From an optimization exercise on the open Yosys and OpenROAD flow, aimed at small area; shortcuts taken in it are not production practice.
In this exercise RTL edits were held to simulation tests only and were not proved equivalent to the original.

## nlp_softmax_core
module nlp_softmax_core (
    input  wire        clk,
    input  wire        reset,
    input  wire        ma_in_valid,
    input  wire [9:0]  ma_in_addr,
    input  wire [63:0] ma_in_word,
    output wire        max_valid,
    output wire [9:0]  max_addr,
    output wire [15:0] max_data,
    output wire        vec_valid,
    output wire [9:0]  vec_addr,
    output wire [15:0] vec_out,
    output wire [31:0] acc_out,
    output wire [15:0] gmax_out,
    input  wire        rp_stall,
    output wire [3:0]  ks_out,
    output wire [15:0] thr_out,
    input  wire        div_in_valid,
    input  wire [15:0] div_lmax_in,
    input  wire [15:0] div_ky_in,
    output wire        div_out_valid,
    output wire [63:0] div_out_word
);
For scale: ~3500 cells after synthesis, roughly 360 flip-flops, ~300 I/O pins, about 24000 um2 of cells after synthesis.
==> flow/config.mk <==
export PLATFORM = sky130hd
export DESIGN_NAME = nlp_softmax_core
export DESIGN_NICKNAME = nlp_softmax_core
export VERILOG_FILES = /design/flow/design.v
export SDC_FILE = /design/flow/constraint.sdc
export NUM_CORES = 4
export LEC_CHECK = 0
export ABC_AREA = 1
export CAP_MARGIN = 20
export CORE_MARGIN = 2
export CORE_UTILIZATION = 55
export CTS_BUF_LIST = sky130_fd_sc_hd__clkbuf_8
export CTS_CLUSTER_DIAMETER = 50
export CTS_CLUSTER_SIZE = 16
export PLACE_DENSITY = 0.68
export SLEW_MARGIN = 20
==> flow/constraint.sdc <==
create_clock -name core_clock -period 25.0 [get_ports {clk}]
set_input_delay 5.0000 -clock core_clock [delete_from_list [all_inputs] [get_ports {clk}]]
set_output_delay 5.0000 -clock core_clock [all_outputs]
set_load 0.01 [all_outputs]
standard.sh (not shown) runs the stock make flow with config.mk's settings and CLKGATE_MAP_FILE= SYNTH_SCRIPT=/design/flow/synth_recipe.tcl, a recipe that flattens the netlist after the stock synthesis.
==> flow/flow/run.sh <==
#!/bin/bash
# Layout flow: the standard layout (standard.sh) with its synthesis's
# technology mapping changed (see synth_small.tcl) and the port buffers made
# of the smallest buffer cell. The standard synthesis is
# run as well, into orfs_ref/, and the registers of both netlists (names and
# cell types) are compared; if they differ the standard flow is used instead.
# Every tool's output goes to a log file in the work folder.
set -uo pipefail
W=$(pwd)
export SMALL_ABC_SCRIPT=$W/flow/abc_small.script

MAKELINE=$(grep '^make ' standard.sh)
REFLINE=${MAKELINE//WORK_HOME=$W\/orfs/WORK_HOME=$W\/orfs_ref}
MYLINE=${MAKELINE//SYNTH_SCRIPT=$W\/synth_recipe.tcl/SYNTH_SCRIPT=$W\/flow\/synth_small.tcl ADDER_MAP_FILE=$W\/flow\/adders_plain.v}
MYLINE=${MYLINE//\"\$\{@:-finish\}\"/}
# port buffers of the smallest buffer cell rather than the delay buffer
MYLINE="$MYLINE BUFFER_PORTS_ARGS='-buffer_cell sky130_fd_sc_hd__buf_1'"
# adders as yosys's plain carry chains, not mapped to Kogge-Stone carry
# lookahead before ABC (a non-empty SYNTH_OPERATIONS_ARGS replaces that map;
# -nofsm is already given to every synth call)
MYLINE="$MYLINE SYNTH_OPERATIONS_ARGS=-nofsm"
REFLINE=${REFLINE//\"\$\{@:-finish\}\"/}

regs() {
  # instance name and cell type (drive strength dropped) of every flip-flop
  awk '/^ *sky130_fd_sc_hd__(df|sdf|edf|dlx|dlr)/ {c=$1; sub(/_[0-9]+$/, "", c); print c, $2}' "$1" | sort
}

eval "$REFLINE synth" > $W/ref_synth.log 2>&1 &
REFPID=$!
eval "$MYLINE synth" > $W/small_synth.log 2>&1
MYRC=$?
wait $REFPID
REFRC=$?

R=orfs/results/${FLOW_PLATFORM}/nlp_softmax_core/base/1_2_yosys.v
RR=orfs_ref/results/${FLOW_PLATFORM}/nlp_softmax_core/base/1_2_yosys.v
OK=0
if [[ $MYRC -eq 0 && $REFRC -eq 0 && -f $R && -f $RR ]]; then
  regs $R > $W/regs_small.txt
  regs $RR > $W/regs_ref.txt
  if [[ -s $W/regs_ref.txt ]] && cmp -s $W/regs_small.txt $W/regs_ref.txt; then
    OK=1
  fi
fi
echo "small synthesis rc=$MYRC reference rc=$REFRC registers match=$OK" > $W/flow_choice.log

if [[ $OK -eq 1 ]]; then
  eval "$MYLINE finish" > $W/layout.log 2>&1
else
  rm -rf $W/orfs
  bash standard.sh synth > $W/std_synth.log 2>&1
  bash standard.sh finish > $W/layout.log 2>&1
fi
RES=orfs/results/${FLOW_PLATFORM}/nlp_softmax_core/base
if [[ -f $RES/6_final.odb ]]; then
  : # left out here: write the final layout as DEF
fi
Other scripts of this flow, unchanged in this note and not shown: flow/flow/abc_small.script, flow/flow/adders_plain.v, flow/flow/synth_small.tcl
The baseline completed with no timing, DRC or antenna violations.
Change:
--- a/flow/config.mk
+++ b/flow/config.mk
@@ -11,6 +11,6 @@
 export CORE_UTILIZATION = 55
 export CTS_BUF_LIST = sky130_fd_sc_hd__clkbuf_8
-export CTS_CLUSTER_DIAMETER = 50
-export CTS_CLUSTER_SIZE = 16
+export CTS_CLUSTER_DIAMETER = 60
+export CTS_CLUSTER_SIZE = 20
 export PLACE_DENSITY = 0.68
 export SLEW_MARGIN = 20
Global-route usage shrinks by 0.19 points.
Cell count is about the same.
Area after synthesis does not change.
Design area shrinks by 0.33%.
Wire length is about the same.

========
Setup of quartz:
nlp_softmax_core, a different RTL version from the one above (not shown whole).
Size: ~3500 cells after synthesis, ~360 flip-flops, roughly 24000 µm² of cells after synthesis.
export LEC_CHECK = 0
export ABC_AREA = 1
export CAP_MARGIN = 20
export CORE_MARGIN = 2
export CORE_UTILIZATION = 55
export CTS_BUF_LIST = sky130_fd_sc_hd__clkbuf_8
export CTS_CLUSTER_DIAMETER = 50
export CTS_CLUSTER_SIZE = 16
export PLACE_DENSITY = 0.68
export SLEW_MARGIN = 20
create_clock -name core_clock -period 25.0 [get_ports {clk}]
==> flow/flow/abc_small.script <==
strash
&get -n
&fraig -x
&put
scorr
dc2
dch -f
dc2
dch -f
dc2
&get -n
&dch -f
&put
amap -m -F 3 -A 8
==> flow/flow/adders_plain.v <==
// Adder map for the adder step of ORFS synthesis: every extracted full or half
// adder becomes plain gates, which ABC then maps with the rest of the logic.
(* techmap_celltype = "$fa" *)
module _plain_fa (A, B, C, X, Y);
  parameter WIDTH = 1;
  (* force_downto *)
  input  [WIDTH-1:0] A, B, C;
  (* force_downto *)
  output [WIDTH-1:0] X, Y;
  assign X = (A & B) | (A & C) | (B & C);
  assign Y = A ^ B ^ C;
endmodule
==> flow/flow/synth_small.tcl <==
proc synth {args} { yosys synth -nofsm -noshare {*}$args }
# the adder step still runs its techmap and opt passes, but extracts nothing
proc extract_fa {args} {}
proc abc {args} {
  set i [lsearch -exact $args -script]
  if {$i >= 0} { lset args [expr {$i + 1}] $::env(SMALL_ABC_SCRIPT) }
  yosys abc {*}$args
}
source $::env(SCRIPTS_DIR)/synth.tcl
# left out here: clear keep_hierarchy, flatten, clean up, hide names made inside functions, write 1_2_yosys.v
Scripts as last shown in full above: flow/flow/run.sh
Input-level comparison between juniper and quartz:
==> flow/flow/abc_small.script <==
strash
balance -l
resub -K 6 -l
rewrite -l
resub -K 6 -N 2 -l
refactor -l
resub -K 8 -l
balance -l
resub -K 8 -N 2 -l
rewrite -l
resub -K 10 -l
rewrite -z -l
resub -K 10 -N 2 -l
balance -l
resub -K 12 -l
refactor -z -l
resub -K 12 -N 2 -l
rewrite -z -l
balance -l
strash
balance -l
resub -K 6 -l
rewrite -l
resub -K 6 -N 2 -l
refactor -l
resub -K 8 -l
balance -l
resub -K 8 -N 2 -l
rewrite -l
resub -K 10 -l
rewrite -z -l
resub -K 10 -N 2 -l
balance -l
resub -K 12 -l
refactor -z -l
resub -K 12 -N 2 -l
rewrite -z -l
balance -l
dch -f
&get -n
&dch -f
&put
amap -m -F 3 -A 8
## What came out
juniper: done, clean on timing, DRC and antenna
juniper — share of cell area taken by multi-input logic gates 0.35 points higher, quartz as reference
Delta (juniper minus quartz): first-iteration DRC count now larger; layout overhead on the synthesized area was more or less identical.
For ember, these inputs were changed with respect to juniper:
- CTS_CLUSTER_SIZE changed from 16 to 20
- CTS_CLUSTER_DIAMETER changed from 50 to 60
==> flow/flow/abc_small.script <==
strash
&get -n
&fraig -x
&put
scorr
dc2
dch -f
dc2
dch -f
dc2
&get -n
&dch -f
&put
amap -m -F 3 -A 8
[summary]
ember gives more fraction of standard cell area that is sequential than juniper did. ember against juniper: number of instances in the placed design fell 81; maximum clock rate fell 1.0%. Diff juniper -> ember: fraction of final layout cells sized beyond drive strength 1 neither gained nor lost much, number of fill cells went down by 103, wire length went down about 0.9%, routed wire length on met3 dropped about 0.75%.

[what the ideal ports hide]
How much do the figures lean on ideal ports? The routed layouts below were timed once more, with nothing changed but the port constraints.
Step 1 assumes that a clkbuf_16 drives the clock port and a buf_2 every other input.
Step 2, shift: input delay + t, output delay - t, t = (earliest + latest rising clock arrival at the registers) / 2. This alone moves slack from input paths to output paths.
Slacks: ideal ports / drivers / drivers and shift; pairs: ideal ports / drivers.
run	t (ns)	setup slack, ns	worst setup path at the end	clock arrival spread, ns	worst slew at a driven data input, ns
the first run of note 1	0.668	6.983 / 7.017 / 6.349	input to register	0.043 / 0.043	0.07
the second run of note 1	0.718	7.040 / 7.068 / 6.350	input to register	0.036 / 0.035	0.07
quartz	0.661	5.764 / 5.796 / 5.136	input to register	0.049 / 0.049	0.07
juniper	0.671	6.026 / 6.048 / 5.377	input to register	0.066 / 0.066	0.06
ember	0.712	5.825 / 5.857 / 5.145	input to register	0.033 / 0.033	0.07
After both steps setup and hold are still met in every run listed. The setup slack of the second run of note 1, which loses most, moves by +0.028 ns with the drivers and by -0.690 ns with both steps.
